Background: an optimization exercise with open tools, aiming at small area, a short achievable clock period and few clock cycles. Do not read the settings as production practice. Where RTL was checked, it was by simulation tests only, not by an equivalence proof against the original. For run 1, only the layout was checked, not whether the RTL still works. Power figures rest on the tool's default switching activity, not on a simulated workload.

==> design.v <==
module c2mux_addr_enc (
    input  wire        clk,
    input  wire        rst,
    input  wire        start,
    input  wire [63:0] id,
    input  wire [3:0]  idlen,
    input  wire [7:0]  subid,
    input  wire        mcast,
    output reg         busy,
    output reg         done,
    output wire [47:0] addr,
    output wire        addr_valid,
    output wire [2:0]  cfgerr
);
    function [5:0] info;
        input [7:0] c;
        input       pad;
        begin
            info = pad ? 6'b111011 : {c[6], c[4:0]};
        end
    endfunction
    function [5:0] conv;
        input [5:0] h;
        begin
            conv = h[5] ? ({1'b0, h[4:0]} + 6'd9) : {2'b00, h[3:0]};
        end
    endfunction
    function valid_char;
        input [7:0] c;
        begin
            valid_char = (c[7:4] == 4'h3 && c[3:0] <= 4'd9) ||
                         (c[7:6] == 2'b01 && c[4:0] != 5'd0 && c[4:0] <= 5'd26);
        end
    endfunction
    reg [1:0] chk;
    reg       bad;
    integer   k;
    always @(*) begin
        bad = 1'b0;
        for (k = 0; k < 8; k = k + 1)
            if (k < idlen && !valid_char(id[8*k +: 8]))
                bad = 1'b1;
        if (subid[7:4] != 4'd0)
            chk = 2'd1;
        else if (idlen > 4'd8)
            chk = 2'd3;
        else if (bad)
            chk = 2'd2;
        else
            chk = 2'd0;
    end
    reg [5:0] ring [0:6];
    reg [5:0] c;
    reg [2:0] kc;           
    reg [2:0] pc;           
    reg [3:0] sub_r;
    reg       mc_r;
    reg [1:0] err_r;
    reg       ok_r;
    wire [5:0]  h    = ring[0];
    wire [8:0]  h5   = {3'd0, h} + {1'd0, h, 2'd0};
    wire [11:0] a37  = {h, 5'd0} + {3'd0, h5};
    wire [6:0]  tl   = {1'b0, a37[5:0]} + {1'b0, c};
    wire [11:0] t    = {a37[11:6] + {5'd0, tl[6]}, tl[5:0]};
    wire        md_a = kc < pc;
    wire        md_b = kc == pc;
    wire [5:0]  out  = md_a ? t[5:0] : (md_b ? c : h);
    wire        fin  = kc == 3'd6 && pc == 3'd7;
    integer j;
    always @(posedge clk) begin
        for (j = 0; j < 6; j = j + 1)
            ring[j] <= busy ? ring[j+1] : info(id[8*(6-j) +: 8], (6 - j) >= idlen);
        ring[6] <= busy ? out : info(id[7:0], idlen == 4'd0);
        if (!busy)
            c <= conv(info(id[63:56], idlen < 4'd8));
        else if (md_a)
            c <= t[11:6];
        else if (md_b)
            c <= conv(h);
        kc <= (!busy || kc == 3'd6) ? 3'd0 : kc + 3'd1;
        if (!busy)
            pc <= 3'd0;
        else if (kc == 3'd6)
            pc <= pc + 3'd1;
        if (!busy) begin
            sub_r <= subid[3:0];
            mc_r  <= mcast;
            err_r <= chk;
            ok_r  <= chk == 2'd0;
        end
        if (rst) begin
            busy <= 1'b0;
            done <= 1'b0;
        end else begin
            done <= busy && fin;
            busy <= busy ? !fin : start;
        end
    end
    assign addr = {ring[6][5:4], sub_r, 1'b1, mc_r, ring[6][3:0], ring[5],
                   ring[4], ring[3], ring[2], ring[1], ring[0]};
    assign addr_valid = ok_r;
    assign cfgerr     = {1'b0, err_r};
endmodule
module c2mux_act_est #(
    parameter N_SPEECH = 320
) (
    input  wire        clk,
    input  wire        rst,
    input  wire        smp_valid,
    input  wire [15:0] smp_data,
    input  wire [31:0] thr,
    output reg         done,
    output wire [39:0] sumsq,
    output reg         below
);
    localparam CNT_W = $clog2(N_SPEECH);
    reg [CNT_W-1:0] cnt;
    reg [14:0]      y;
    reg             s;
    reg             last_r;
    reg             last_q;
    reg             clr;
    reg             rst_q;
    reg [39:0]      acc;
    reg             c_r;
    reg             fin;
    reg [39:0]      sum_r;
    reg [31:0]      thr_rot;
    reg [1:0]       cy;
    reg [2:0]       k;
    reg             run;
    reg [30:0] sq0;
    reg [30:0] sq1;
    wire take = smp_valid && !rst;
    wire last = (cnt == N_SPEECH - 1);
    always @(posedge clk) begin
        if (rst)
            cnt <= {CNT_W{1'b0}};
        else if (smp_valid)
            cnt <= last ? {CNT_W{1'b0}} : cnt + 1'b1;
        s      <= take && smp_data[15];
        y      <= take ? (smp_data[14:0] ^ {15{smp_data[15]}}) : 15'd0;
        last_r <= take && last;
    end
    wire [39:0] acc_in = clr ? 40'd0 : acc;
    wire fs0;
    wire fc0;
    wire fs1;
    wire fc1;
    wire fs2;
    wire fc2;
    wire fs3;
    wire fc3;
    wire fs4;
    wire fc4;
    wire fs5;
    wire fc5;
    wire fs6;
    wire fc6;
    wire fs7;
    wire fc7;
    wire fs8;
    wire fc8;
    wire fs9;
    wire fc9;
    wire fs10;
    wire fc10;
    wire fs11;
    wire fc11;
    wire fs12;
    wire fc12;
    wire fs13;
    wire fc13;
    wire fs14;
    wire fc14;
    wire fs15;
    wire fc15;
    wire fs16;
    wire fc16;
    wire fs17;
    wire fc17;
    wire fs18;
    wire fc18;
    wire fs19;
    wire fc19;
    wire fs20;
    wire fc20;
    wire fs21;
    wire fc21;
    wire fs22;
    wire fc22;
    wire fs23;
    wire fc23;
    wire fs24;
    wire fc24;
    wire fs25;
    wire fc25;
    wire fs26;
    wire fc26;
    wire fs27;
    wire fc27;
    wire fs28;
    wire fc28;
    wire fs29;
    wire fc29;
    wire fs30;
    wire fc30;
    wire fs31;
    wire fc31;
    wire fs32;
    wire fc32;
    wire fs33;
    wire fc33;
    wire fs34;
    wire fc34;
    wire fs35;
    wire fc35;
    wire fs36;
    wire fc36;
    wire fs37;
    wire fc37;
    wire fs38;
    wire fc38;
    wire fs39;
    wire fc39;
    wire fs40;
    wire fc40;
    wire fs41;
    wire fc41;
    wire fs42;
    wire fc42;
    wire fs43;
    wire fc43;
    wire fs44;
    wire fc44;
    wire fs45;
    wire fc45;
    wire fs46;
    wire fc46;
    wire fs47;
    wire fc47;
    wire fs48;
    wire fc48;
    wire fs49;
    wire fc49;
    wire fs50;
    wire fc50;
    wire fs51;
    wire fc51;
    wire fs52;
    wire fc52;
    wire fs53;
    wire fc53;
    wire fs54;
    wire fc54;
    wire fs55;
    wire fc55;
    wire fs56;
    wire fc56;
    wire fs57;
    wire fc57;
    wire fs58;
    wire fc58;
    wire fs59;
    wire fc59;
    wire fs60;
    wire fc60;
    wire fs61;
    wire fc61;
    wire fs62;
    wire fc62;
    wire fs63;
    wire fc63;
    wire fs64;
    wire fc64;
    wire fs65;
    wire fc65;
    wire fs66;
    wire fc66;
    wire fs67;
    wire fc67;
    wire fs68;
    wire fc68;
    wire fs69;
    wire fc69;
    wire fs70;
    wire fc70;
    wire fs71;
    wire fc71;
    wire fs72;
    wire fc72;
    wire fs73;
    wire fc73;
    wire fs74;
    wire fc74;
    wire fs75;
    wire fc75;
    wire fs76;
    wire fc76;
    wire fs77;
    wire fc77;
    wire fs78;
    wire fc78;
    wire fs79;
    wire fc79;
    wire fs80;
    wire fc80;
    wire fs81;
    wire fc81;
    wire fs82;
    wire fc82;
    wire fs83;
    wire fc83;
    wire fs84;
    wire fc84;
    wire fs85;
    wire fc85;
    wire fs86;
    wire fc86;
    wire fs87;
    wire fc87;
    wire fs88;
    wire fc88;
    wire fs89;
    wire fc89;
    wire fs90;
    wire fc90;
    wire fs91;
    wire fc91;
    wire fs92;
    wire fc92;
    wire fs93;
    wire fc93;
    wire fs94;
    wire fc94;
    wire fs95;
    wire fc95;
    wire fs96;
    wire fc96;
    wire fs97;
    wire fc97;
    wire fs98;
    wire fc98;
    wire fs99;
    wire fc99;
    wire fs100;
    wire fc100;
    wire fs101;
    wire fc101;
    wire fs102;
    wire fc102;
    wire fs103;
    wire fc103;
    wire fs104;
    wire fc104;
    wire fs105;
    wire fc105;
    wire fs106;
    wire fc106;
    wire fs107;
    wire fc107;
    wire fs108;
    wire fc108;
    wire fs109;
    wire fc109;
    wire fs110;
    wire fc110;
    wire fs111;
    wire fc111;
    wire fs112;
    wire fc112;
    wire fs113;
    wire fc113;
    wire fs114;
    wire fc114;
    wire fs115;
    wire fc115;
    wire fs116;
    wire fc116;
    wire fs117;
    wire fc117;
    wire fs118;
    wire fc118;
    wire fs119;
    wire fc119;
    wire fs120;
    wire fc120;
    wire fs121;
    wire fc121;
    wire fs122;
    wire fc122;
    wire fs123;
    wire fc123;
    wire fs124;
    wire fc124;
    wire fs125;
    wire fc125;
    wire fs126;
    wire fc126;
    wire fs127;
    wire fc127;
    wire fs128;
    wire fc128;
    wire fs129;
    wire fc129;
    wire fs130;
    wire fc130;
    wire fs131;
    wire fc131;
    wire fs132;
    wire fc132;
    wire fs133;
    wire fc133;
    wire fs134;
    wire fc134;
    wire [39:0] xy1;
    wire [39:0] xy2;
    c2mux_ha u_fs0 (.a(y[5]), .b((s & y[9])), .s(fs0), .co(fc0));
    c2mux_ha u_fs1 (.a((s & y[10])), .b((y[0] & y[10])), .s(fs1), .co(fc1));
    c2mux_fa u_fs2 (.a(y[6]), .b((s & y[11])), .c((y[0] & y[11])), .s(fs2), .co(fc2));
    c2mux_ha u_fs3 (.a((y[1] & y[10])), .b((y[2] & y[9])), .s(fs3), .co(fc3));
    c2mux_fa u_fs4 (.a((s & y[12])), .b((y[0] & y[12])), .c((y[1] & y[11])), .s(fs4), .co(fc4));
    c2mux_ha u_fs5 (.a((y[2] & y[10])), .b((y[3] & y[9])), .s(fs5), .co(fc5));
    c2mux_fa u_fs6 (.a(y[7]), .b((s & y[13])), .c((y[0] & y[13])), .s(fs6), .co(fc6));
    c2mux_fa u_fs7 (.a((y[1] & y[12])), .b((y[2] & y[11])), .c((y[3] & y[10])), .s(fs7), .co(fc7));
    c2mux_ha u_fs8 (.a((y[4] & y[9])), .b((y[5] & y[8])), .s(fs8), .co(fc8));
    c2mux_fa u_fs9 (.a((s & y[14])), .b((y[0] & y[14])), .c((y[1] & y[13])), .s(fs9), .co(fc9));
    c2mux_fa u_fs10 (.a((y[2] & y[12])), .b((y[3] & y[11])), .c((y[4] & y[10])), .s(fs10), .co(fc10));
    c2mux_ha u_fs11 (.a((y[5] & y[9])), .b((y[6] & y[8])), .s(fs11), .co(fc11));
    c2mux_fa u_fs12 (.a(y[8]), .b((y[1] & y[14])), .c((y[2] & y[13])), .s(fs12), .co(fc12));
    c2mux_fa u_fs13 (.a((y[3] & y[12])), .b((y[4] & y[11])), .c((y[5] & y[10])), .s(fs13), .co(fc13));
    c2mux_ha u_fs14 (.a((y[6] & y[9])), .b((y[7] & y[8])), .s(fs14), .co(fc14));
    c2mux_fa u_fs15 (.a((y[2] & y[14])), .b((y[3] & y[13])), .c((y[4] & y[12])), .s(fs15), .co(fc15));
    c2mux_ha u_fs16 (.a((y[5] & y[11])), .b((y[6] & y[10])), .s(fs16), .co(fc16));
    c2mux_fa u_fs17 (.a(y[9]), .b((y[3] & y[14])), .c((y[4] & y[13])), .s(fs17), .co(fc17));
    c2mux_ha u_fs18 (.a((y[5] & y[12])), .b((y[6] & y[11])), .s(fs18), .co(fc18));
    c2mux_ha u_fs19 (.a((y[4] & y[14])), .b((y[5] & y[13])), .s(fs19), .co(fc19));
    c2mux_ha u_fs20 (.a(y[10]), .b((y[5] & y[14])), .s(fs20), .co(fc20));
    c2mux_ha u_fs21 (.a(y[3]), .b((s & y[5])), .s(fs21), .co(fc21));
    c2mux_ha u_fs22 (.a((s & y[6])), .b((y[0] & y[6])), .s(fs22), .co(fc22));
    c2mux_fa u_fs23 (.a(y[4]), .b((s & y[7])), .c((y[0] & y[7])), .s(fs23), .co(fc23));
    c2mux_ha u_fs24 (.a((y[1] & y[6])), .b((y[2] & y[5])), .s(fs24), .co(fc24));
    c2mux_fa u_fs25 (.a((s & y[8])), .b((y[0] & y[8])), .c((y[1] & y[7])), .s(fs25), .co(fc25));
    c2mux_ha u_fs26 (.a((y[2] & y[6])), .b((y[3] & y[5])), .s(fs26), .co(fc26));
    c2mux_fa u_fs27 (.a((y[0] & y[9])), .b((y[1] & y[8])), .c((y[2] & y[7])), .s(fs27), .co(fc27));
    c2mux_fa u_fs28 (.a((y[3] & y[6])), .b((y[4] & y[5])), .c(fs0), .s(fs28), .co(fc28));
    c2mux_fa u_fs29 (.a((y[1] & y[9])), .b((y[2] & y[8])), .c((y[3] & y[7])), .s(fs29), .co(fc29));
    c2mux_fa u_fs30 (.a((y[4] & y[6])), .b(fc0), .c(fs1), .s(fs30), .co(fc30));
    c2mux_fa u_fs31 (.a((y[3] & y[8])), .b((y[4] & y[7])), .c((y[5] & y[6])), .s(fs31), .co(fc31));
    c2mux_fa u_fs32 (.a(fc1), .b(fs3), .c(fs2), .s(fs32), .co(fc32));
    c2mux_fa u_fs33 (.a((y[4] & y[8])), .b((y[5] & y[7])), .c(fc3), .s(fs33), .co(fc33));
    c2mux_fa u_fs34 (.a(fs5), .b(fc2), .c(fs4), .s(fs34), .co(fc34));
    c2mux_fa u_fs35 (.a((y[6] & y[7])), .b(fc5), .c(fs8), .s(fs35), .co(fc35));
    c2mux_fa u_fs36 (.a(fc4), .b(fs6), .c(fs7), .s(fs36), .co(fc36));
    c2mux_fa u_fs37 (.a(fc8), .b(fs11), .c(fc6), .s(fs37), .co(fc37));
    c2mux_fa u_fs38 (.a(fc7), .b(fs10), .c(fs9), .s(fs38), .co(fc38));
    c2mux_fa u_fs39 (.a(fc11), .b(fs14), .c(fc10), .s(fs39), .co(fc39));
    c2mux_fa u_fs40 (.a(fc9), .b(fs12), .c(fs13), .s(fs40), .co(fc40));
    c2mux_fa u_fs41 (.a((y[7] & y[9])), .b(fc14), .c(fs16), .s(fs41), .co(fc41));
    c2mux_fa u_fs42 (.a(fc12), .b(fc13), .c(fs15), .s(fs42), .co(fc42));
    c2mux_fa u_fs43 (.a((y[7] & y[10])), .b((y[8] & y[9])), .c(fc16), .s(fs43), .co(fc43));
    c2mux_fa u_fs44 (.a(fs18), .b(fc15), .c(fs17), .s(fs44), .co(fc44));
    c2mux_fa u_fs45 (.a((y[6] & y[12])), .b((y[7] & y[11])), .c((y[8] & y[10])), .s(fs45), .co(fc45));
    c2mux_fa u_fs46 (.a(fc18), .b(fs19), .c(fc17), .s(fs46), .co(fc46));
    c2mux_fa u_fs47 (.a((y[6] & y[13])), .b((y[7] & y[12])), .c((y[8] & y[11])), .s(fs47), .co(fc47));
    c2mux_fa u_fs48 (.a((y[9] & y[10])), .b(fc19), .c(fs20), .s(fs48), .co(fc48));
    c2mux_fa u_fs49 (.a((y[6] & y[14])), .b((y[7] & y[13])), .c((y[8] & y[12])), .s(fs49), .co(fc49));
    c2mux_ha u_fs50 (.a((y[9] & y[11])), .b(fc20), .s(fs50), .co(fc50));
    c2mux_fa u_fs51 (.a(y[11]), .b((y[10] & y[11])), .c((y[7] & y[14])), .s(fs51), .co(fc51));
    c2mux_ha u_fs52 (.a((y[8] & y[13])), .b((y[9] & y[12])), .s(fs52), .co(fc52));
    c2mux_ha u_fs53 (.a((y[10] & y[12])), .b((y[8] & y[14])), .s(fs53), .co(fc53));
    c2mux_ha u_fs54 (.a(y[12]), .b((y[10] & y[13])), .s(fs54), .co(fc54));
    c2mux_ha u_fs55 (.a(y[2]), .b((s & y[3])), .s(fs55), .co(fc55));
    c2mux_ha u_fs56 (.a((s & y[4])), .b((y[0] & y[4])), .s(fs56), .co(fc56));
    c2mux_fa u_fs57 (.a((y[0] & y[5])), .b((y[1] & y[4])), .c((y[2] & y[3])), .s(fs57), .co(fc57));
    c2mux_fa u_fs58 (.a((y[1] & y[5])), .b((y[2] & y[4])), .c(fc21), .s(fs58), .co(fc58));
    c2mux_fa u_fs59 (.a((y[3] & y[4])), .b(fc22), .c(fs24), .s(fs59), .co(fc59));
    c2mux_fa u_fs60 (.a(fc24), .b(fs26), .c(fc23), .s(fs60), .co(fc60));
    c2mux_fa u_fs61 (.a(fc26), .b(fc25), .c(fs27), .s(fs61), .co(fc61));
    c2mux_fa u_fs62 (.a(fc27), .b(fs29), .c(fc28), .s(fs62), .co(fc62));
    c2mux_fa u_fs63 (.a(fc29), .b(fs31), .c(fc30), .s(fs63), .co(fc63));
    c2mux_fa u_fs64 (.a(fc31), .b(fs33), .c(fc32), .s(fs64), .co(fc64));
    c2mux_fa u_fs65 (.a(fc33), .b(fs35), .c(fc34), .s(fs65), .co(fc65));
    c2mux_fa u_fs66 (.a(fc35), .b(fc36), .c(fs37), .s(fs66), .co(fc66));
    c2mux_fa u_fs67 (.a(fc37), .b(fc38), .c(fs39), .s(fs67), .co(fc67));
    c2mux_fa u_fs68 (.a(fs41), .b(fc39), .c(fc40), .s(fs68), .co(fc68));
    c2mux_fa u_fs69 (.a(fc41), .b(fs43), .c(fc42), .s(fs69), .co(fc69));
    c2mux_fa u_fs70 (.a(fs45), .b(fc43), .c(fc44), .s(fs70), .co(fc70));
    c2mux_fa u_fs71 (.a(fc45), .b(fs47), .c(fs48), .s(fs71), .co(fc71));
    c2mux_fa u_fs72 (.a(fc47), .b(fs49), .c(fs50), .s(fs72), .co(fc72));
    c2mux_fa u_fs73 (.a(fs52), .b(fc49), .c(fs51), .s(fs73), .co(fc73));
    c2mux_fa u_fs74 (.a((y[9] & y[13])), .b(fc52), .c(fs53), .s(fs74), .co(fc74));
    c2mux_fa u_fs75 (.a((y[11] & y[12])), .b((y[9] & y[14])), .c(fc53), .s(fs75), .co(fc75));
    c2mux_ha u_fs76 (.a((y[10] & y[14])), .b((y[11] & y[13])), .s(fs76), .co(fc76));
    c2mux_ha u_fs77 (.a(y[13]), .b((y[11] & y[14])), .s(fs77), .co(fc77));
    c2mux_ha u_fs78 (.a(y[1]), .b((s & y[1])), .s(fs78), .co(fc78));
    c2mux_ha u_fs79 (.a((s & y[2])), .b((y[0] & y[2])), .s(fs79), .co(fc79));
    c2mux_fa u_fs80 (.a((y[0] & y[3])), .b((y[1] & y[2])), .c(fs55), .s(fs80), .co(fc80));
    c2mux_fa u_fs81 (.a((y[1] & y[3])), .b(fc55), .c(fs56), .s(fs81), .co(fc81));
    c2mux_fa u_fs82 (.a(fc56), .b(fs21), .c(fs57), .s(fs82), .co(fc82));
    c2mux_fa u_fs83 (.a(fs22), .b(fc57), .c(fs58), .s(fs83), .co(fc83));
    c2mux_fa u_fs84 (.a(fs23), .b(fc58), .c(fs59), .s(fs84), .co(fc84));
    c2mux_fa u_fs85 (.a(fs25), .b(fc59), .c(fs60), .s(fs85), .co(fc85));
    c2mux_fa u_fs86 (.a(fs28), .b(fc60), .c(fs61), .s(fs86), .co(fc86));
    c2mux_fa u_fs87 (.a(fs30), .b(fc61), .c(fs62), .s(fs87), .co(fc87));
    c2mux_fa u_fs88 (.a(fs32), .b(fc62), .c(fs63), .s(fs88), .co(fc88));
    c2mux_fa u_fs89 (.a(fs34), .b(fc63), .c(fs64), .s(fs89), .co(fc89));
    c2mux_fa u_fs90 (.a(fs36), .b(fc64), .c(fs65), .s(fs90), .co(fc90));
    c2mux_fa u_fs91 (.a(fs38), .b(fc65), .c(fs66), .s(fs91), .co(fc91));
    c2mux_fa u_fs92 (.a(fs40), .b(fc66), .c(fs67), .s(fs92), .co(fc92));
    c2mux_fa u_fs93 (.a(fs42), .b(fc67), .c(fs68), .s(fs93), .co(fc93));
    c2mux_fa u_fs94 (.a(fs44), .b(fc68), .c(fs69), .s(fs94), .co(fc94));
    c2mux_fa u_fs95 (.a(fs46), .b(fc69), .c(fs70), .s(fs95), .co(fc95));
    c2mux_fa u_fs96 (.a(fc46), .b(fs71), .c(fc70), .s(fs96), .co(fc96));
    c2mux_fa u_fs97 (.a(fc48), .b(fs72), .c(fc71), .s(fs97), .co(fc97));
    c2mux_fa u_fs98 (.a(fc50), .b(fs73), .c(fc72), .s(fs98), .co(fc98));
    c2mux_fa u_fs99 (.a(fc51), .b(fs74), .c(fc73), .s(fs99), .co(fc99));
    c2mux_fa u_fs100 (.a(fs54), .b(fc74), .c(fs75), .s(fs100), .co(fc100));
    c2mux_fa u_fs101 (.a(fc54), .b(fs76), .c(fc75), .s(fs101), .co(fc101));
    c2mux_fa u_fs102 (.a((y[12] & y[13])), .b(fc76), .c(fs77), .s(fs102), .co(fc102));
    c2mux_ha u_fs103 (.a((y[12] & y[14])), .b(fc77), .s(fs103), .co(fc103));
    c2mux_ha u_fs104 (.a(y[14]), .b((y[13] & y[14])), .s(fs104), .co(fc104));
    always @(posedge clk) begin
        sq0 <= {1'b0, fc104, fs104, fs103, fs102, fc100, fs100, fs99, fs98, fs97, fc95, fc94, fc93, fc92, fc91, fc90, fc89, fc88, fc87, fc86, fc85, fc84, fc83, fc82, fc81, fc80, fc79, fc78, (y[0] & y[1]), (s & y[0]), s};
        sq1 <= {1'b0, 1'b0, fc103, fc102, fc101, fs101, fc99, fc98, fc97, fc96, fs96, fs95, fs94, fs93, fs92, fs91, fs90, fs89, fs88, fs87, fs86, fs85, fs84, fs83, fs82, fs81, fs80, fs79, fs78, 1'b0, y[0]};
    end
    c2mux_ha u_fs105 (.a(sq0[0]), .b(sq1[0]), .s(fs105), .co(fc105));
    c2mux_ha u_fs106 (.a(sq0[1]), .b(acc_in[1]), .s(fs106), .co(fc106));
    c2mux_fa u_fs107 (.a(sq0[2]), .b(sq1[2]), .c(acc_in[2]), .s(fs107), .co(fc107));
    c2mux_fa u_fs108 (.a(sq0[3]), .b(sq1[3]), .c(acc_in[3]), .s(fs108), .co(fc108));
    c2mux_fa u_fs109 (.a(sq0[4]), .b(sq1[4]), .c(acc_in[4]), .s(fs109), .co(fc109));
    c2mux_fa u_fs110 (.a(sq0[5]), .b(sq1[5]), .c(acc_in[5]), .s(fs110), .co(fc110));
    c2mux_fa u_fs111 (.a(sq0[6]), .b(sq1[6]), .c(acc_in[6]), .s(fs111), .co(fc111));
    c2mux_fa u_fs112 (.a(sq0[7]), .b(sq1[7]), .c(acc_in[7]), .s(fs112), .co(fc112));
    c2mux_fa u_fs113 (.a(sq0[8]), .b(sq1[8]), .c(acc_in[8]), .s(fs113), .co(fc113));
    c2mux_fa u_fs114 (.a(sq0[9]), .b(sq1[9]), .c(acc_in[9]), .s(fs114), .co(fc114));
    c2mux_fa u_fs115 (.a(sq0[10]), .b(sq1[10]), .c(acc_in[10]), .s(fs115), .co(fc115));
    c2mux_fa u_fs116 (.a(sq0[11]), .b(sq1[11]), .c(acc_in[11]), .s(fs116), .co(fc116));
    c2mux_fa u_fs117 (.a(sq0[12]), .b(sq1[12]), .c(acc_in[12]), .s(fs117), .co(fc117));
    c2mux_fa u_fs118 (.a(sq0[13]), .b(sq1[13]), .c(acc_in[13]), .s(fs118), .co(fc118));
    c2mux_fa u_fs119 (.a(sq0[14]), .b(sq1[14]), .c(acc_in[14]), .s(fs119), .co(fc119));
    c2mux_fa u_fs120 (.a(sq0[15]), .b(sq1[15]), .c(acc_in[15]), .s(fs120), .co(fc120));
    c2mux_fa u_fs121 (.a(sq0[16]), .b(sq1[16]), .c(acc_in[16]), .s(fs121), .co(fc121));
    c2mux_fa u_fs122 (.a(sq0[17]), .b(sq1[17]), .c(acc_in[17]), .s(fs122), .co(fc122));
    c2mux_fa u_fs123 (.a(sq0[18]), .b(sq1[18]), .c(acc_in[18]), .s(fs123), .co(fc123));
    c2mux_fa u_fs124 (.a(sq0[19]), .b(sq1[19]), .c(acc_in[19]), .s(fs124), .co(fc124));
    c2mux_fa u_fs125 (.a(sq0[20]), .b(sq1[20]), .c(acc_in[20]), .s(fs125), .co(fc125));
    c2mux_fa u_fs126 (.a(sq0[21]), .b(sq1[21]), .c(acc_in[21]), .s(fs126), .co(fc126));
    c2mux_fa u_fs127 (.a(sq0[22]), .b(sq1[22]), .c(acc_in[22]), .s(fs127), .co(fc127));
    c2mux_fa u_fs128 (.a(sq0[23]), .b(sq1[23]), .c(acc_in[23]), .s(fs128), .co(fc128));
    c2mux_fa u_fs129 (.a(sq0[24]), .b(sq1[24]), .c(acc_in[24]), .s(fs129), .co(fc129));
    c2mux_fa u_fs130 (.a(sq0[25]), .b(sq1[25]), .c(acc_in[25]), .s(fs130), .co(fc130));
    c2mux_fa u_fs131 (.a(sq0[26]), .b(sq1[26]), .c(acc_in[26]), .s(fs131), .co(fc131));
    c2mux_fa u_fs132 (.a(sq0[27]), .b(sq1[27]), .c(acc_in[27]), .s(fs132), .co(fc132));
    c2mux_fa u_fs133 (.a(sq0[28]), .b(sq1[28]), .c(acc_in[28]), .s(fs133), .co(fc133));
    c2mux_ha u_fs134 (.a(sq0[29]), .b(acc_in[29]), .s(fs134), .co(fc134));
    assign xy1 = {acc_in[39], acc_in[38], acc_in[37], acc_in[36], acc_in[35], acc_in[34], acc_in[33], acc_in[32], acc_in[31], acc_in[30], fs134, fc132, fc131, fc130, fc129, fc128, fc127, fc126, fc125, fc124, fc123, fc122, fc121, fc120, fc119, fc118, fc117, fc116, fc115, fc114, fc113, fc112, fc111, fc110, fc109, fc108, fc107, fc106, fc105, acc_in[0]};
    assign xy2 = {1'b0, 1'b0, 1'b0, 1'b0, 1'b0, 1'b0, 1'b0, 1'b0, 1'b0, fc134, fc133, fs133, fs132, fs131, fs130, fs129, fs128, fs127, fs126, fs125, fs124, fs123, fs122, fs121, fs120, fs119, fs118, fs117, fs116, fs115, fs114, fs113, fs112, fs111, fs110, fs109, fs108, fs107, fs106, fs105};
    wire        cin    = !clr && c_r;
    wire [16:0] lo_sum = {1'b0, xy1[15:0]} + {1'b0, xy2[15:0]};
    wire [25:0] hi_sum = {1'b0, xy1[39:16], 1'b1} + {1'b0, xy2[39:16], cin};
    wire [39:0] acc_nxt = {hi_sum[24:1], lo_sum[15:0]};
    always @(posedge clk) begin
        last_q <= !rst && last_r;
        acc    <= acc_nxt;
        c_r    <= lo_sum[16];
        rst_q  <= rst;
        clr    <= rst || rst_q || last_q;
        fin    <= !rst && last_q;
    end
    wire [4:0] m1 = (k == 3'd7) ? 5'b00000 : (k == 3'd6) ? 5'b00011 : 5'b11111;
    wire [4:0] m4 = (k == 3'd7) ? 5'b00000 : (k == 3'd6) ? 5'b01111 :
                    (k == 3'd0) ? 5'b11100 : 5'b11111;
    wire [4:0] sv = (k == 3'd7) ? 5'd0 : sum_r[9:5];
    wire [4:0] t1 = thr_rot[21:17] & m1;
    wire [4:0] t4 = thr_rot[19:15] & m4;
    wire [6:0] dv = {2'b0, sv} + {2'b0, ~t1} + {2'b0, ~t4} + {5'b0, cy};
    always @(posedge clk) begin
        sum_r   <= fin ? {acc[39:16] + {23'd0, c_r}, acc[15:0]} : {sum_r[4:0], sum_r[39:5]};
        thr_rot <= last ? thr : {thr_rot[4:0], thr_rot[31:5]};
        cy      <= fin ? 2'd2 : dv[6:5];
        k       <= fin ? 3'd0 : k + 3'd1;
        if (run && k == 3'd7)
            below <= dv[4];
        if (rst) begin
            run  <= 1'b0;
            done <= 1'b0;
        end else begin
            run  <= fin || (run && k != 3'd7);
            done <= run && k == 3'd7;
        end
    end
    assign sumsq = sum_r;
endmodule
module c2mux_fa (
    input  wire a,
    input  wire b,
    input  wire c,
    output wire s,
    output wire co
);
    assign s  = a ^ b ^ c;
    assign co = (a & b) | (a & c) | (b & c);
endmodule
module c2mux_ha (
    input  wire a,
    input  wire b,
    output wire s,
    output wire co
);
    assign s  = a ^ b;
    assign co = a & b;
endmodule
module c2mux_dp (
    input  wire        clk,
    input  wire        rst,           
    input  wire        enc_start,     
    input  wire [63:0] enc_id,        
    input  wire [3:0]  enc_idlen,
    input  wire [7:0]  enc_subid,     
    input  wire        enc_mcast,
    output wire        enc_busy,
    output wire        enc_done,
    output wire [47:0] addr,          
    output wire        addr_valid,
    output wire [2:0]  cfgerr,
    input  wire        smp_valid,
    input  wire [15:0] smp_data,      
    input  wire [31:0] thr,           
    output wire        est_done,
    output wire [39:0] sumsq,
    output wire        est_data       
);
    c2mux_addr_enc u_enc (
        .clk        (clk),
        .rst        (rst),
        .start      (enc_start),
        .id         (enc_id),
        .idlen      (enc_idlen),
        .subid      (enc_subid),
        .mcast      (enc_mcast),
        .busy       (enc_busy),
        .done       (enc_done),
        .addr       (addr),
        .addr_valid (addr_valid),
        .cfgerr     (cfgerr)
    );
    c2mux_act_est #(.N_SPEECH(320)) u_est (
        .clk       (clk),
        .rst       (rst),
        .smp_valid (smp_valid),
        .smp_data  (smp_data),
        .thr       (thr),
        .done      (est_done),
        .sumsq     (sumsq),
        .below     (est_data)
    );
endmodule
==> flow/run.sh <==
#!/bin/bash
# Layout flow: the standard ORFS flow (standard.sh), with two changes to
# how the layout is made:
#  - ports are buffered with sky130_fd_sc_hd__buf_1 instead of the default
#    delay cell chosen by buffer_ports (still one buffer on every port);
#  - timing repair aims for more setup slack than the 10 ns clock needs.
# The clock period, SDC, synthesis, floorplan, power grid and tap cells are
# the standard flow's own. Each tool's output goes to the ORFS logs under orfs/logs and
# to flow.log here.
set -uo pipefail
bash standard.sh \
  BUFFER_PORTS_ARGS="-buffer_cell sky130_fd_sc_hd__buf_1" \
  SETUP_SLACK_MARGIN=6.8 \
  finish > flow.log 2>&1
st=$?
mkdir -p logs
cp -r orfs/logs/. logs/ 2>/dev/null || true
exit $st
==> standard.sh <==
#!/bin/bash
# synth_recipe.tcl (not shown) runs the flow's synth.tcl, then flattens the netlist and writes it again
# the make line also repeats each setting of config.mk as NAME=value (left out here)
make -C /OpenROAD-flow-scripts/flow DESIGN_CONFIG=/design/flow/config.mk WORK_HOME=/design/flow/orfs CLKGATE_MAP_FILE= SYNTH_SCRIPT=/design/flow/synth_recipe.tcl "${@:-finish}"
==> config.mk <==
export PLATFORM = sky130hd
export DESIGN_NAME = c2mux_dp
export DESIGN_NICKNAME = c2mux_dp
export VERILOG_FILES = /design/flow/design.v
export SDC_FILE = /design/flow/constraint.sdc
export NUM_CORES = 4
export LEC_CHECK = 0
export CAP_MARGIN = 20
export CORE_MARGIN = 2
export CORE_UTILIZATION = 60
export CTS_BUF_LIST = sky130_fd_sc_hd__clkbuf_16
export CTS_CLUSTER_DIAMETER = 100
export CTS_CLUSTER_SIZE = 25
export SLEW_MARGIN = 20
export SYNTH_HIERARCHICAL = 1
export SYNTH_MINIMUM_KEEP_SIZE = 0
==> constraint.sdc <==
create_clock -name core_clock -period 10.0 [get_ports {clk}]
set_input_delay 2.0000 -clock core_clock [delete_from_list [all_inputs] [get_ports {clk}]]
set_output_delay 2.0000 -clock core_clock [all_outputs]
set_load 0.01 [all_outputs]
==> results.toml, run 1 <==
[run_status]
status = "no timing/DRC/antenna violations"

[floorplanning]
row_count = 58
die_width_microns = 163.9
design.portCount = 225
die_area_sq_um = 26860
core-area_sq_um = 25110
start_util_pct = 61.09
die_height_microns = 163.9

[synth]
yosys-top-cells-area = "dfxtp_1, fa_1, ha_1"
ys.flop_type = "dfxtp_1"
synthArstFlopShare_pct = 0
yosysMostFrequentCell = "dfxtp_1"
syn_inst = 1492
yosysTopAreaCellShare_pct = 33.67
ys_ff_latch = 273
yosysWarnings = 9
syn_area_per_cell_sq_um = 10.28
synth_cell_types = 82
synth-edff-count = 15
ys_seq_area_share_pct = 36.61
synth_common_cells = "dfxtp_1, and2_1, fa_1"
netlist_area_sq_um = 15340
syn_nets = 1840
synth_largest_area_cell = "dfxtp_1"

[worst_hold_path]
hp-start = "u_est.rst_q"
hold_depth = 1
holdPathEnd = "u_est.clr"
hold_path_class = "reg -> reg"

[timing]
setup_viol = 0
finalCritPeriodShare_pct = 33.86
fin_skew_ns = 0.02483
fmax_mhz = 295.4
rsz0062_at_grt = "true"
hold_viol = 0
timing.setup.tns_ns = 0
tightestPinTransition_ns = 0.8389
drv_slew = 0
period_minus_slack_ns = 3.386
max-slew-margin-rel_pct = 43.55

[critical_path]
cp.arrival_ns = 3.67
cpMaxStageDelayCell = "or4_1"
cp-end-kind = "flop"
worstReg2RegEnd = "u_enc.c[1]"
max_stage_delay_ns = 0.43
path_class = "in -> reg"
cp_max_fo = 3
start_kind = "input pin"
worstPathBufferInverterCount = 1
crit_cells = 7
cp_cell_sequence = "buf_8 > or2_4 > a21oi_4 > a221oi_2 > or4_1 > or4_4 > and2_4"
r2r_slack_ns = 6.78
path_delay_family = "simple AND/OR/NAND/NOR gates"
crit_required_ns = 10.28
ff2ff_path_depth = 10
r2r-start = "u_enc.ring[0][1]"

[grt]
grtUsageTotal_pct = 26.76
grt_max_degree = 69
overflow = 0
grt_pass1_wl_microns = 56700
grt_pass1_vias = 10950
antenna_found_initial = 0

[detailed_routing]
vias = 11210
drc_errors = 0
vias_per_cell = 5.537
wirelength_microns = 36380
wl_per_cell_microns = 17.98
drt_first_pass_iters = 5
first_iter_violations = 791
drtAntennaViolNets = 0

[pwr]
vdd_ir_drop_max_uv = 143.4
powerDensity_nw_per_um2 = 134.9
leakagePower_nw = 7.643

[place]
portBuffers = 222
hpwl_microns = 27540
placedCellCount = 1989
place_congestion = 0.9305

[clock_network]
cts-root-buf = "clkbuf_16"
cts_hold_buf = 0
clockBufferDepth = 3
htreeDepth = 1
clk_pin_slew_ns = 0.11
cts_tree = "done"
clk_latency_ns = 0.51
cts-buffers-inserted = 14
cts.sinks = 273

[layout]
n_antenna_cell = 0
final-instance-count-excl-fill = 2024
area_delta_synth_final_pct = 12.41
drive_gt1_share_pct = 9.858
nNetsFinal = 2038

[flow_run]
drv_cap = 0
[final cells by class]
class                   instances  area, sq um
multi-input cells            1106         9508
fillers                      2043         7865
flip-flops and latches        273         5638
repair buffers                242         1092
well taps                     330        412.9
clock buffers                  15        375.4
inverters                      53        198.9
clock inverters                 5        18.77
[power breakdown]
group	internal, mW	switching, mW	total, mW
combinational	0.208	0.251	0.459
sequential	1.17	0.0706	1.24
clock	0.272	0.354	0.626
total	1.65	0.675	2.33
[logic make-up (layout without fill, tap and decap cells)]
group	after synthesis	count (layout)	share of synthesized area, %
multiplexers	57	57	4.135
XOR/XNOR	98	98	5.595
AND/OR/NAND/NOR	472	472	16.26
adder cells (fa/ha/maj)	219	219	23.54
AO/OA/AOI/OAI	258	258	10.91
other	2	2	0.04896
buffers and inverters	113	315	2.912
flip-flops	273	273	36.61
[layer usage]
| layer | up-vias | wire, microns | global-route usage [%] |
|---|---|---|---|
| met3 | 52 | 1559 | 3.081 |
| met4 | 0 | 844 | 6.380 |
| met2 | 282 | 17090 | 44.04 |
| met1 | 5418 | 16890 | 38.01 |
| met5 | - | 0 | 0 |
| li1 | 5454 | - | - |
[layout by cell type, fill, tap and decap left out, types with 14 or more instances in the layout]
| master | instances |
|---|---|
| xor2_1 | 39 |
| o22a_1 | 14 |
| ha_1 | 96 |
| inv_1 | 55 |
| a21oi_1 | 77 |
| mux2_2 | 51 |
| clkbuf_16 | 15 |
| buf_4 | 18 |
| nor2b_1 | 51 |
| xnor2_1 | 59 |
| edfxtp_1 | 15 |
| and2_1 | 123 |
| dfxtp_1 | 248 |
| nand2b_1 | 15 |
| fa_1 | 115 |
| nand3_1 | 31 |
| buf_1 | 210 |
| a21o_1 | 18 |
| nand2_1 | 79 |
| o21ai_0 | 49 |
| nor2_1 | 99 |
| nor3_1 | 16 |
[Yosys stat by module (local to each module, per instance), excerpt]
| module | copies in the design | cell area, sq um |
|---|---|---|
| c2mux_ha | 30 | 12.51 |
| c2mux_fa | 105 | 20.02 |
| c2mux_addr_enc | 1 | 3816 |
[registers in the layout (all words and copies together) (netlist names), 2 cells and up]
register and cells:
u_est.sq0 30, u_est.y 15, u_est.k 3, u_enc.pc 3, u_enc.kc 3, u_est.cy 2, u_est.sum_r 40, u_enc.ring 42
u_enc.c 6, u_est.cnt 9, u_enc.err_r 2, u_est.sq1 28, u_est.thr_rot 32, u_est.acc 40, u_enc.sub_r 4
[timing repair]
action | in CTS | in global routing
buffers inserted | 6 | 7
pin swaps | 6 | 10
gates resized for setup | 41 | 47
hold endpoints to repair | 0 | 0
cloned | 1 | 0
setup endpoints to repair | 23 | 20
[how the worst max path moves through the flow]
| stage | slack [ns] | from | end |
|---|---|---|---|
| 2_1_floorplan | 6.39 | enc_idlen[1] | u_enc.err_r[1] |
| 4_1_cts | 6.61 | enc_idlen[0] | u_enc.err_r[1] |
| 6_report | 6.61 | enc_idlen[0] | u_enc.err_r[1] |
| 3_5_place_dp | 5.73 | enc_idlen[3] | u_enc.err_r[1] |
| 3_3_place_gp | 5.80 | enc_idlen[3] | u_enc.err_r[1] |
| 5_1_grt | 6.59 | enc_idlen[0] | u_enc.err_r[1] |
[stage by stage]
stage | utilization, % | instance area [sq um] | power (mW) | worst slack, ns | hold slack (ns)
2_1_floorplan | - | 15350 | 1.546 | 6.385 | 0.3773
3_3_place_gp | 65.26 | 16390 | 1.682 | 5.796 | 0.3901
3_5_place_dp | 65.26 | 16390 | 1.693 | 5.731 | 0.4027
4_1_cts | 67.72 | 17010 | 2.319 | 6.609 | 0.4352
5_1_grt | 68.68 | 17240 | 2.443 | 6.590 | 0.4436
6_report | 68.68 | 17240 | 2.326 | 6.614 | 0.4220
==> inputs of run 2 (changes only) <==
--- a/design.v
+++ b/design.v
@@ -33,21 +33,15 @@
         end
     endfunction
-    reg [1:0] chk;
-    reg       bad;
+    reg [7:0] bad_q;
+    reg       sub_q;
+    reg       len_q;
     integer   k;
-    always @(*) begin
-        bad = 1'b0;
+    always @(posedge clk) begin
         for (k = 0; k < 8; k = k + 1)
-            if (k < idlen && !valid_char(id[8*k +: 8]))
-                bad = 1'b1;
-        if (subid[7:4] != 4'd0)
-            chk = 2'd1;
-        else if (idlen > 4'd8)
-            chk = 2'd3;
-        else if (bad)
-            chk = 2'd2;
-        else
-            chk = 2'd0;
+            bad_q[k] <= k < idlen && !valid_char(id[8*k +: 8]);
+        sub_q <= subid[7:4] != 4'd0;
+        len_q <= idlen > 4'd8;
     end
+    wire [1:0] chk = sub_q ? 2'd1 : len_q ? 2'd3 : (|bad_q) ? 2'd2 : 2'd0;
     reg [5:0] ring [0:6];
     reg [5:0] c;
@@ -62,5 +56,7 @@
     wire [11:0] a37  = {h, 5'd0} + {3'd0, h5};
     wire [6:0]  tl   = {1'b0, a37[5:0]} + {1'b0, c};
-    wire [11:0] t    = {a37[11:6] + {5'd0, tl[6]}, tl[5:0]};
+    wire [5:0]  ahi  = a37[11:6];
+    wire [5:0]  ahi1 = ahi + 6'd1;
+    wire [11:0] t    = {tl[6] ? ahi1 : ahi, tl[5:0]};
     wire        md_a = kc < pc;
     wire        md_b = kc == pc;
@@ -86,4 +82,6 @@
             sub_r <= subid[3:0];
             mc_r  <= mcast;
+        end
+        if (busy && kc == 3'd0 && pc == 3'd0) begin
             err_r <= chk;
             ok_r  <= chk == 2'd0;
@@ -558,11 +556,11 @@
     assign xy2 = {1'b0, 1'b0, 1'b0, 1'b0, 1'b0, 1'b0, 1'b0, 1'b0, 1'b0, fc134, fc133, fs133, fs132, fs131, fs130, fs129, fs128, fs127, fs126, fs125, fs124, fs123, fs122, fs121, fs120, fs119, fs118, fs117, fs116, fs115, fs114, fs113, fs112, fs111, fs110, fs109, fs108, fs107, fs106, fs105};
     wire        cin    = !clr && c_r;
-    wire [16:0] lo_sum = {1'b0, xy1[15:0]} + {1'b0, xy2[15:0]};
-    wire [25:0] hi_sum = {1'b0, xy1[39:16], 1'b1} + {1'b0, xy2[39:16], cin};
-    wire [39:0] acc_nxt = {hi_sum[24:1], lo_sum[15:0]};
+    wire [18:0] lo_sum = {1'b0, xy1[17:0]} + {1'b0, xy2[17:0]};
+    wire [23:0] hi_sum = {1'b0, xy1[39:18], 1'b1} + {1'b0, xy2[39:18], cin};
+    wire [39:0] acc_nxt = {hi_sum[22:1], lo_sum[17:0]};
     always @(posedge clk) begin
         last_q <= !rst && last_r;
         acc    <= acc_nxt;
-        c_r    <= lo_sum[16];
+        c_r    <= lo_sum[18];
         rst_q  <= rst;
         clr    <= rst || rst_q || last_q;
@@ -577,5 +575,5 @@
     wire [6:0] dv = {2'b0, sv} + {2'b0, ~t1} + {2'b0, ~t4} + {5'b0, cy};
     always @(posedge clk) begin
-        sum_r   <= fin ? {acc[39:16] + {23'd0, c_r}, acc[15:0]} : {sum_r[4:0], sum_r[39:5]};
+        sum_r   <= fin ? {acc[39:18] + {21'd0, c_r}, acc[17:0]} : {sum_r[4:0], sum_r[39:5]};
         thr_rot <= last ? thr : {thr_rot[4:0], thr_rot[31:5]};
         cy      <= fin ? 2'd2 : dv[6:5];
--- a/config.mk
+++ b/config.mk
@@ -8,5 +8,5 @@
 export CAP_MARGIN = 20
 export CORE_MARGIN = 2
-export CORE_UTILIZATION = 60
+export CORE_UTILIZATION = 70
 export CTS_BUF_LIST = sky130_fd_sc_hd__clkbuf_16
 export CTS_CLUSTER_DIAMETER = 100
==> results.toml, run 2 <==
[run_status]
status = "no timing/DRC/antenna violations"

[clock_network]
cts-root-buf = "clkbuf_16"
htreeDepth = 1
cts_hold_buf = 0
clk_latency_ns = 0.50
cts_tree = "done"
clockBufferDepth = 3
cts.sinks = 283
cts-buffers-inserted = 15
clk_pin_slew_ns = 0.10

[pwr]
comb_power_share_pct = 19.8
vdd_ir_drop_max_uv = 148.7
p_clk_share_pct = 26.9
internal_power_mw = 1.703
switching_share_pct = 29.17
powerDensity_nw_per_um2 = 140.6
netSwitchingPower_uw = 701.5
leakagePower_nw = 7.576
power_frac_seq_pct = 53.3

[layout]
area_delta_synth_final_pct = 10.83
final_common_cell = "dfxtp_1"
largest_register_ffs = 42
most-common-layout-cells = "dfxtp_1, buf_1, and2_1, fa_1, nor2_1"
fin_util_pct = 78.58
drive_gt1_share_pct = 8.299
final-instance-count-excl-fill = 1968
reg_top3 = "u_enc.ring x42, u_est.acc x40, u_est.sum_r x40"
nNetsFinal = 2032
fillers = 1511
largest-register = "u_enc.ring"

[timing]
whs_ns = 0.4186
finalWorstSetupSlack_ns = 6.857
period_minus_slack_ns = 3.143
hold_viol = 0
fin_skew_ns = 0.02499
setup_viol = 0
finalCritPeriodShare_pct = 31.43
fmax_mhz = 318.2
drv_slew = 0
rsz0062_at_grt = "true"
max-slew-margin-rel_pct = 31.45
tightestPinTransition_ns = 1.026
timing.setup.tns_ns = 0

[critical_path]
path_delay_family = "flip-flops"
cpMaxStageDelayCell = "dfxtp_2"
crit_required_ns = 8.00
start_kind = "flop"
cp.arrival_ns = 1.14
max_stage_delay_ns = 0.47
cp_cell_sequence = "buf_1"
cp-end-kind = "primary output"
worstPathBufferInverterCount = 1
path_class = "reg -> out"
cp_max_fo = 9

[place]
place_congestion = 0.9625
hpwl_microns = 26150
portBuffers = 222
place_ws_ns = 6.172
placedCellCount = 1935

[floorplanning]
die_width_microns = 152.5
design.portCount = 225
start_util_pct = 70.91
die_height_microns = 152.5
die_area_sq_um = 23240
core-area_sq_um = 21760
row_count = 54

[detailed_routing]
vias_per_cell = 5.795
first_iter_violations = 761
drtAntennaViolNets = 0
wirelength_microns = 35000
vias = 11400
drt_first_pass_iters = 7
drc_errors = 0
wl_per_cell_microns = 17.79

[grt]
antenna_found_initial = 1
overflow = 0
grtUsageTotal_pct = 29.81
grt_max_degree = 67
grt_pass1_vias = 11560
grt_pass1_wl_microns = 57150

[worst_hold_path]
hold_path_class = "reg -> reg"

[synth]
ys_ff_latch = 283
synth_largest_area_cell = "dfxtp_1"
syn_area_per_cell_sq_um = 10.38
synthArstFlopShare_pct = 0
synth_common_cells = "dfxtp_1, and2_1, fa_1"
ys.flop_type = "dfxtp_1"
syn_inst = 1486
yosysTopAreaCellShare_pct = 34.78
netlist_area_sq_um = 15430
synth_cell_types = 65
syn_nets = 1835
yosysMostFrequentCell = "dfxtp_1"
synth-edff-count = 15
yosysWarnings = 9
yosys-top-cells-area = "dfxtp_1, fa_1, ha_1"
ys_seq_area_share_pct = 37.70

[flow_run]
drv_cap = 0
[run 2: cell count changes after synthesis, sizes merged, moves of 5 or more]
cell,change
nor2,+5
o2111ai,-5
a21o,-9
nor2b,-5
dfxtp,+10
o22a,+12
a221oi,-5
mux2,+5
and3,+5
[run 2: through the flow]
step | total power [mW] | area [sq um]
floorplan | 1.602 | 15460
global placement | 1.717 | 16390
detailed placement | 1.737 | 16390
CTS | 2.383 | 16940
global route | 2.516 | 17100
finish | 2.405 | 17100
[run 2: worst paths after layout]
kind                                        from            end  slack (ns)  cells after the start
worst min register to register       u_est.rst_q      u_est.clr        0.42                      1
worst max register to register         u_est.clr  u_est.acc[39]        6.87                     12
worst max-delay path            u_enc.ring[0][2]        addr[2]        6.86                      1
worst min-delay path                 u_est.rst_q      u_est.clr        0.42                      1
[run 2: cell type report]
class / count / area (sq um) / share of cell area [%]
diodes: 1 / 2.502 / 0.01464
clock buffers: 15 / 375.4 / 2.196
clock inverters: 6 / 43.79 / 0.2561
inverters: 57 / 219.0 / 1.281
multi-input cells: 1088 / 9215 / 53.90
flip-flops and latches: 283 / 5843 / 34.18
well taps: 280 / 350.3 / 2.049
repair buffers: 238 / 1047 / 6.126
[run 2: power by group through the flow]
| stage | Sequential [mW] | Clock [mW] | Combinational [mW] |
|---|---|---|---|
| after global routing | 1.29 | 0.697 | 0.527 |
| after CTS | 1.28 | 0.658 | 0.445 |
| after floorplan | 1.29 | 0 | 0.317 |
| after detailed placement | 1.30 | 0 | 0.432 |
| after global placement | 1.30 | 0 | 0.412 |
| final | 1.28 | 0.648 | 0.475 |
[run 2: routing by layer]
| layer | wire, microns | track usage [%] | up-vias |
|---|---|---|---|
| li1 | - | - | 5402 |
| met1 | 15150 | 40.78 | 5535 |
| met2 | 16610 | 49.72 | 397 |
| met3 | 2291 | 4.380 | 70 |
| met4 | 956 | 9.083 | 0 |
| met5 | 0 | 0 | - |
[run 2: cell families after synthesis]
logic type | Yosys count | share of synthesized area (%)
compound gates | 241 | 10.07
xor+xnor | 91 | 5.215
fa+ha+maj | 220 | 23.49
buf+inv | 115 | 3.115
flops | 283 | 37.70
mux | 62 | 4.477
other cells | 2 | 0.04868
simple gates | 472 | 15.89
[run 2: what timing repair did]
item	CTS	global route
setup buffers	0	8
endpoints found under the setup margin	25	20
cloned	2	1
resized for setup	26	21
pin swaps	0	3
[run 2: Yosys stat by module (local to each module, per instance), a selection]
module / copies in the design / cells inside
c2mux_addr_enc: 1 / 456
c2mux_fa: 105 / 1
c2mux_ha: 30 / 1
Testbench counts of run 2, summed over its fixed seeds: cycles 10,328.
==> inputs of run 3 (changes only) <==
--- a/config.mk
+++ b/config.mk
@@ -8,5 +8,5 @@
 export CAP_MARGIN = 20
 export CORE_MARGIN = 2
-export CORE_UTILIZATION = 70
+export CORE_UTILIZATION = 60
 export CTS_BUF_LIST = sky130_fd_sc_hd__clkbuf_16
 export CTS_CLUSTER_DIAMETER = 100
==> results.toml, run 3 <==
[run_status]
status = "no timing/DRC/antenna violations"

[timing]
fmax_mhz = 317.5
fin_skew_ns = 0.02193
drv_slew = 0
tightestPinTransition_ns = 1.051
rsz0062_at_grt = "true"
hold_viol = 0
finalCritPeriodShare_pct = 31.50
whs_ns = 0.4189
setup_viol = 0
max-slew-margin-rel_pct = 29.91
period_minus_slack_ns = 3.150
timing.setup.tns_ns = 0

[floorplanning]
die_height_microns = 164.3
die_area_sq_um = 27010
start_util_pct = 61.26
row_count = 58
core-area_sq_um = 25180
design.portCount = 225
die_width_microns = 164.3

[grt]
gr-usage-met2_pct = 41.21
overflow = 0
grt.met3_usage_pct = 3.939
grtUsageTotal_pct = 25.56
grt_pass1_wl_microns = 55070
grt_busiest_layer = "met2"
use_met1_pct = 36.90
grt_pass1_vias = 10940
antenna_found_initial = 1
grt_max_degree = 67

[critical_path]
cp-end-kind = "flop"
cp_cell_sequence = "buf_12 > nor2b_1 > fa_1 > inv_1 > fa_2 > inv_1 > a21oi_1 > o211ai_2 > a221oi_4 > o211a_4 > or4_1 > a21oi_1"
path_delay_family = "compound AO/OA/AOI/OAI gates"
ff2ff_path_depth = 12
crit_required_ns = 10.42
crit_cells = 12
cp_max_fo = 11
cpMaxStageDelayCell = "fa_1"
cp.arrival_ns = 3.57
start_kind = "flop"
worstPathBufferInverterCount = 3
path_class = "reg -> reg"
max_stage_delay_ns = 0.51

[layout]
nNetsFinal = 2030
drive_gt1_share_pct = 7.948
fin_util_pct = 68.23
largest-register = "u_enc.ring"
final_common_cell = "dfxtp_1"
n_antenna_cell = 0
largest_register_ffs = 42
reg_top3 = "u_enc.ring x42, u_est.acc x40, u_est.sum_r x40"
area_delta_synth_final_pct = 11.37
final-instance-count-excl-fill = 2016
most-common-layout-cells = "dfxtp_1, buf_1, and2_1, fa_1, nor2_1"

[clock_network]
clk_pin_slew_ns = 0.10
clk_latency_ns = 0.50
cts-root-buf = "clkbuf_16"
cts_tree = "done"
cts_hold_buf = 0
htreeDepth = 1
cts.sinks = 283
cts-buffers-inserted = 15
clockBufferDepth = 3

[synth]
synthArstFlopShare_pct = 0
yosysTopAreaCellShare_pct = 34.78
syn_area_per_cell_sq_um = 10.38
ys_ff_latch = 283
ys_seq_area_share_pct = 37.70
synth_cell_types = 65
netlist_area_sq_um = 15430
yosys-top-cells-area = "dfxtp_1, fa_1, ha_1"
synth-edff-count = 15
synth_largest_area_cell = "dfxtp_1"
synth_common_cells = "dfxtp_1, and2_1, fa_1"
yosysWarnings = 9
syn_nets = 1835
ys.flop_type = "dfxtp_1"
yosysMostFrequentCell = "dfxtp_1"
syn_inst = 1486

[worst_hold_path]
hold_path_class = "reg -> reg"
hold_depth = 1

[detailed_routing]
first_iter_violations = 626
vias = 10930
drtAntennaViolNets = 0
vias_per_cell = 5.420
drc_errors = 0
wirelength_microns = 34320
wl_per_cell_microns = 17.03
drt_first_pass_iters = 5

[pwr]
leakagePower_nw = 7.580
vdd_ir_drop_max_uv = 144.3
total_power_mw = 2.413
powerDensity_nw_per_um2 = 140.5

[place]
hpwl_microns = 25650
placedCellCount = 1985
portBuffers = 222
place_congestion = 0.8666

[flow_run]
drv_cap = 0
[run 3: cell counts after synthesis]
Identical to the previous run, type by type.
[run 3: cell families after synthesis]
group / count (synthesis) / share of synthesized area [%]
AO/OA/AOI/OAI: 241 / 10.07
XOR/XNOR: 91 / 5.215
adder cells (fa/ha/maj): 220 / 23.49
buffers and inverters: 115 / 3.115
flip-flops: 283 / 37.70
multiplexers: 62 / 4.477
other: 2 / 0.04868
AND/OR/NAND/NOR: 472 / 15.89
[run 3: worst paths after layout]
| path | startpoint | endpoint | slack [ns] |
|---|---|---|---|
| max | u_est.clr | u_est.acc[39] | 6.85 |
| min | u_est.rst_q | u_est.clr | 0.42 |
| max reg2reg | u_est.clr | u_est.acc[39] | 6.85 |
| min reg2reg | u_est.rst_q | u_est.clr | 0.42 |
[run 3: where the power goes]
part	total, mW	leakage, nW	switching, mW	internal [mW]
combinational	0.460	4.99	0.254	0.206
sequential	1.28	2.36	0.0689	1.21
clock	0.671	0.230	0.368	0.303
total	2.41	7.58	0.691	1.72
[run 3: stage by stage]
stage / setup WS, ns / cell area (sq um)
after floorplan: 6.712 / 15460
after global placement: 6.231 / 16450
after detailed placement: 6.185 / 16450
after CTS: 6.756 / 17020
after global routing: 6.765 / 17180
final: 6.850 / 17180
[run 3: final cells by class]
| class | instances | area (sq um) |
|---|---|---|
| clock buffer | 15 | 375.4 |
| clock inverter | 7 | 61.31 |
| fill | 2042 | 8001 |
| inverter | 57 | 216.5 |
| multi-input combinational | 1088 | 9215 |
| sequential | 283 | 5848 |
| tap | 330 | 412.9 |
| timing repair buffer | 236 | 1051 |
[run 3: routing by layer]
metal / vias to the layer above / wire length (microns)
met5: - / 0
met1: 5176 / 16580
met2: 310 / 15260
li1: 5404 / -
met3: 37 / 1927
met4: 0 / 556
[run 3: worst reg2reg max path: cells and delay by family (launching register included)]
kind                     cells  cell delay [ns]
flip-flops                   1             0.41
buffers and inverters        3             0.28
adder cells (fa/ha/maj)      2             0.88
AO/OA/AOI/OAI                5             0.91
AND/OR/NAND/NOR              2             0.59
[run 3: what timing repair did]
action	4_1_cts	5_1_grt
setup endpoints to repair	22	20
hold endpoints to repair	0	0
cloned	2	2
gates resized for setup	23	21
pin swaps	0	7
buffers inserted	1	4
[run 3: per-module statistics from Yosys, one instance, submodules excluded, a selection]
module	flops+latches	times used	area [sq um]	cells inside
c2mux_addr_enc	74	1	4079	456
c2mux_fa	0	105	20.02	1
c2mux_ha	0	30	12.51	1
==> inputs of run 4 (changes only) <==
--- a/design.v
+++ b/design.v
@@ -53,10 +53,37 @@
     reg       ok_r;
     wire [5:0]  h    = ring[0];
-    wire [8:0]  h5   = {3'd0, h} + {1'd0, h, 2'd0};
-    wire [11:0] a37  = {h, 5'd0} + {3'd0, h5};
-    wire [6:0]  tl   = {1'b0, a37[5:0]} + {1'b0, c};
-    wire [5:0]  ahi  = a37[11:6];
-    wire [5:0]  ahi1 = ahi + 6'd1;
-    wire [11:0] t    = {tl[6] ? ahi1 : ahi, tl[5:0]};
+    wire ts0;
+    wire tc0;
+    wire ts1;
+    wire tc1;
+    wire ts2;
+    wire tc2;
+    wire ts3;
+    wire tc3;
+    wire ts4;
+    wire tc4;
+    wire ts5;
+    wire tc5;
+    wire ts6;
+    wire tc6;
+    wire [11:0] tr1;
+    wire [11:0] tr2;
+    assign ts0 = h[0] ^ h[3];
+    assign tc0 = h[0] & h[3];
+    assign ts1 = h[0] ^ h[2];
+    assign tc1 = h[0] & h[2];
+    assign ts2 = h[1] ^ h[3] ^ c[3];
+    assign tc2 = (h[1] & h[3]) | (h[1] & c[3]) | (h[3] & c[3]);
+    assign ts3 = h[2] ^ h[4] ^ c[4];
+    assign tc3 = (h[2] & h[4]) | (h[2] & c[4]) | (h[4] & c[4]);
+    assign ts4 = h[5] ^ c[5] ^ ts0;
+    assign tc4 = (h[5] & c[5]) | (h[5] & ts0) | (c[5] & ts0);
+    assign ts5 = h[1] ^ h[4] ^ tc0;
+    assign tc5 = (h[1] & h[4]) | (h[1] & tc0) | (h[4] & tc0);
+    assign ts6 = h[2] ^ h[5];
+    assign tc6 = h[2] & h[5];
+    assign tr1 = {1'b0, h[5], h[4], h[3], ts6, tc4, tc3, tc2, tc1, c[2], h[1], h[0]};
+    assign tr2 = {1'b0, 1'b0, 1'b0, tc6, tc5, ts5, ts4, ts3, ts2, ts1, c[1], c[0]};
+    wire [11:0] t    = tr1 + tr2;
     wire        md_a = kc < pc;
     wire        md_b = kc == pc;
--- a/config.mk
+++ b/config.mk
@@ -8,5 +8,5 @@
 export CAP_MARGIN = 20
 export CORE_MARGIN = 2
-export CORE_UTILIZATION = 60
+export CORE_UTILIZATION = 70
 export CTS_BUF_LIST = sky130_fd_sc_hd__clkbuf_16
 export CTS_CLUSTER_DIAMETER = 100
==> results.toml, run 4 <==
[timing]
finalCritPeriodShare_pct = 31.59
drv_slew = 0
setup_viol = 0
timing.setup.tns_ns = 0
fin_skew_ns = 0.02459
period_minus_slack_ns = 3.159
whs_ns = 0.4350
tightestPinTransition_ns = 0.8131
rsz0062_at_grt = "true"
hold_viol = 0
max-slew-margin-rel_pct = 45.72
fmax_mhz = 316.5

[grt]
grt_pass1_vias = 10650
grtUsageTotal_pct = 29.13
overflow = 0
antenna_found_initial = 0
grt_max_degree = 67
grt_pass1_wl_microns = 52920

[synth]
ys_ff_latch = 283
netlist_area_sq_um = 15200
yosysTopAreaCellShare_pct = 35.30
synth-edff-count = 15
synth_cell_types = 61
synth_largest_area_cell = "dfxtp_1"
yosysWarnings = 9
syn_inst = 1471
yosys-top-cells-area = "dfxtp_1, fa_1, ha_1"
ys.flop_type = "dfxtp_1"
synthArstFlopShare_pct = 0
ys_seq_area_share_pct = 38.26
yosysMostFrequentCell = "dfxtp_1"
syn_nets = 1816
synth_common_cells = "dfxtp_1, and2_1, fa_1"
syn_area_per_cell_sq_um = 10.33

[detailed_routing]
drt_first_pass_iters = 5
drtAntennaViolNets = 0
vias_per_cell = 5.694
vias = 11070
drc_errors = 0
first_iter_violations = 639
wl_per_cell_microns = 17.32
wirelength_microns = 33670

[layout]
multiInputGateArea_sq_um = 8974
nNetsFinal = 2008
drive_gt1_share_pct = 7.609
largest-register = "u_enc.ring"
n_antenna_cell = 0
area.sequential_sq_um = 5836
area_delta_synth_final_pct = 10.70
most-common-layout-cells = "dfxtp_1, buf_1, and2_1, fa_1, nor2_1"
reg_top3 = "u_enc.ring x42, u_est.acc x40, u_est.sum_r x40"
final_common_cell = "dfxtp_1"
design_area_sq_um = 16830
largest_register_ffs = 42
fillers = 1436

[clock_network]
cts-buffers-inserted = 15
clk_pin_slew_ns = 0.09
cts-root-buf = "clkbuf_16"
clk_latency_ns = 0.50
htreeDepth = 1
cts.sinks = 283
cts_hold_buf = 0
clockBufferDepth = 3
cts_tree = "done"

[critical_path]
start_kind = "flop"
cp-end-kind = "flop"
path_class = "reg -> reg"
r2r_slack_ns = 6.84
crit_required_ns = 10.36
cp.arrival_ns = 3.52
cp_max_fo = 7

[worst_hold_path]
hold_path_class = "reg -> reg"

[place]
hpwl_microns = 25480
portBuffers = 222
placed_area_sq_um = 16180
place_congestion = 0.9220

[floorplanning]
die_height_microns = 151.4
design.portCount = 225
row_count = 53
die_width_microns = 151.4
start_util_pct = 71.85
die_area_sq_um = 22910
core-area_sq_um = 21150

[pwr]
leakagePower_nw = 7.507
vdd_ir_drop_max_uv = 102.3
powerDensity_nw_per_um2 = 138.7

[flow_run]
drv_cap = 0

[run_status]
status = "no timing/DRC/antenna violations"
-- run 4: changes by cell type after synthesis, sizes merged, moves of 5 or more --
cell / change
ha: -6
a31oi: -5
a21oi: +5
nor2: +5
buf: -5
nor3: -5
inv: +5
clkbuf: +5
-- run 4: critical path, stage by stage, from the launching register on --
cell      delay [ns]
dfxtp_2         0.34
ha_2            0.19
ha_4            0.20
inv_6           0.08
nand2_2         0.08
fa_1            0.52
inv_1           0.07
fa_1            0.40
inv_1           0.07
ha_1            0.22
nand2_1         0.07
a311oi_2        0.05
o21ai_1         0.19
nand2b_1        0.14
a21oi_2         0.22
xnor2_1         0.14
nor2_1          0.06
-- run 4: worst paths after layout --
| check | from | endpoint | depth (start not counted) |
|---|---|---|---|
| worst min register to register | u_est.rst_q | u_est.clr | 1 |
| worst max-delay path | u_est.k[0] | u_est.cy[0] | 16 |
| worst min-delay path | u_est.rst_q | u_est.clr | 1 |
| worst max register to register | u_est.k[0] | u_est.cy[0] | 16 |
-- run 4: power breakdown --
part / leakage, nW / internal [mW] / switching [mW]
Clock: 0.231 / 0.281 / 0.360
Combinational: 4.92 / 0.183 / 0.228
Sequential: 2.36 / 1.21 / 0.0689
-- run 4: Yosys stat by module, one instance, submodules excluded, a selection --
module          area, sq um  flops+latches  cells  times used
c2mux_fa              20.02              0      1         105
c2mux_addr_enc         3852             74    441           1
c2mux_ha              12.51              0      1          30
-- run 4: through the flow --
stage,power (mW),setup slack [ns],utilization [%],std cells
global placement,1.683,6.482,76.48,1914
global route,2.446,6.641,79.54,1944
detailed placement,1.700,6.437,76.48,1914
CTS,2.341,6.724,79.04,1940
finish,2.333,6.841,79.54,1944
floorplan,1.568,6.835,-,1471
-- run 4: kinds of logic after synthesis --
family,share of synthesized area (%)
AO/OA/AOI/OAI,9.598
other,0.04941
XOR/XNOR,5.244
adder cells (fa/ha/maj),23.61
buffers and inverters,3.013
flip-flops,38.26
AND/OR/NAND/NOR,15.88
multiplexers,4.346
-- run 4: final cells by class --
cell class              count  area share, %
multi-input cells        1069          53.33
well taps                 275          2.045
repair buffers            233          6.016
flip-flops and latches    283          34.68
clock buffers              15          2.231
inverters                  61          1.391
clock inverters             8         0.3049
-- run 4: repair_timing --
item | in CTS | in global routing
buffers inserted | 1 | 3
endpoints found under the hold margin | 0 | 0
gates resized for setup | 18 | 18
pin swaps | 0 | 3
cloned | 2 | 1
endpoints found under the setup margin | 18 | 9
-- run 4: per-layer routing --
metal / track usage, % / vias up / routed length [microns] / share of wire, %
met1: 42.11 / 5289 / 14960 / 44
li1: - / 5321 / - / -
met2: 47.58 / 409 / 15670 / 47
met4: 6.215 / 0 / 703 / 2.1
met3: 3.464 / 51 / 2339 / 6.9
met5: 0 / - / 0 / 0
Testbench counts of run 4, summed over its fixed seeds: cycles 10,328.

## port drivers added, routing unchanged
Ports are ideal in the flow. The routed layouts listed here were re-timed in OpenROAD.
Step 1 assumes that a clkbuf_16 drives the clock port and a buf_2 every other input.
Step 2 times the ports against the registers' clock, not the clock port: input delays grow and output delays shrink by t, the midpoint of the rising clock arrivals with the driver on.
Three values: no drivers, after step 1, after step 2; two values: the first two.
run	shift t [ns]	slack for setup (ns)	slew at the worst register clock pin (ns)	worst slew at a driven data input, ns	pins driven straight from the clock port
run 1	0.548	6.614 / 6.622 / 6.074	0.11 / 0.11	0.07	1
run 2	0.532	6.857 / 6.809 / 6.479	0.10 / 0.10	0.07	1
run 3	0.540	6.850 / 6.801 / 6.509	0.10 / 0.10	0.05	1
run 4	0.532	6.841 / 6.810 / 6.525	0.10 / 0.10	0.06	1
After both steps every run listed still meets setup and hold. The setup slack of run 1, which loses most, moves by +0.008 ns with the drivers and by -0.540 ns with both steps.
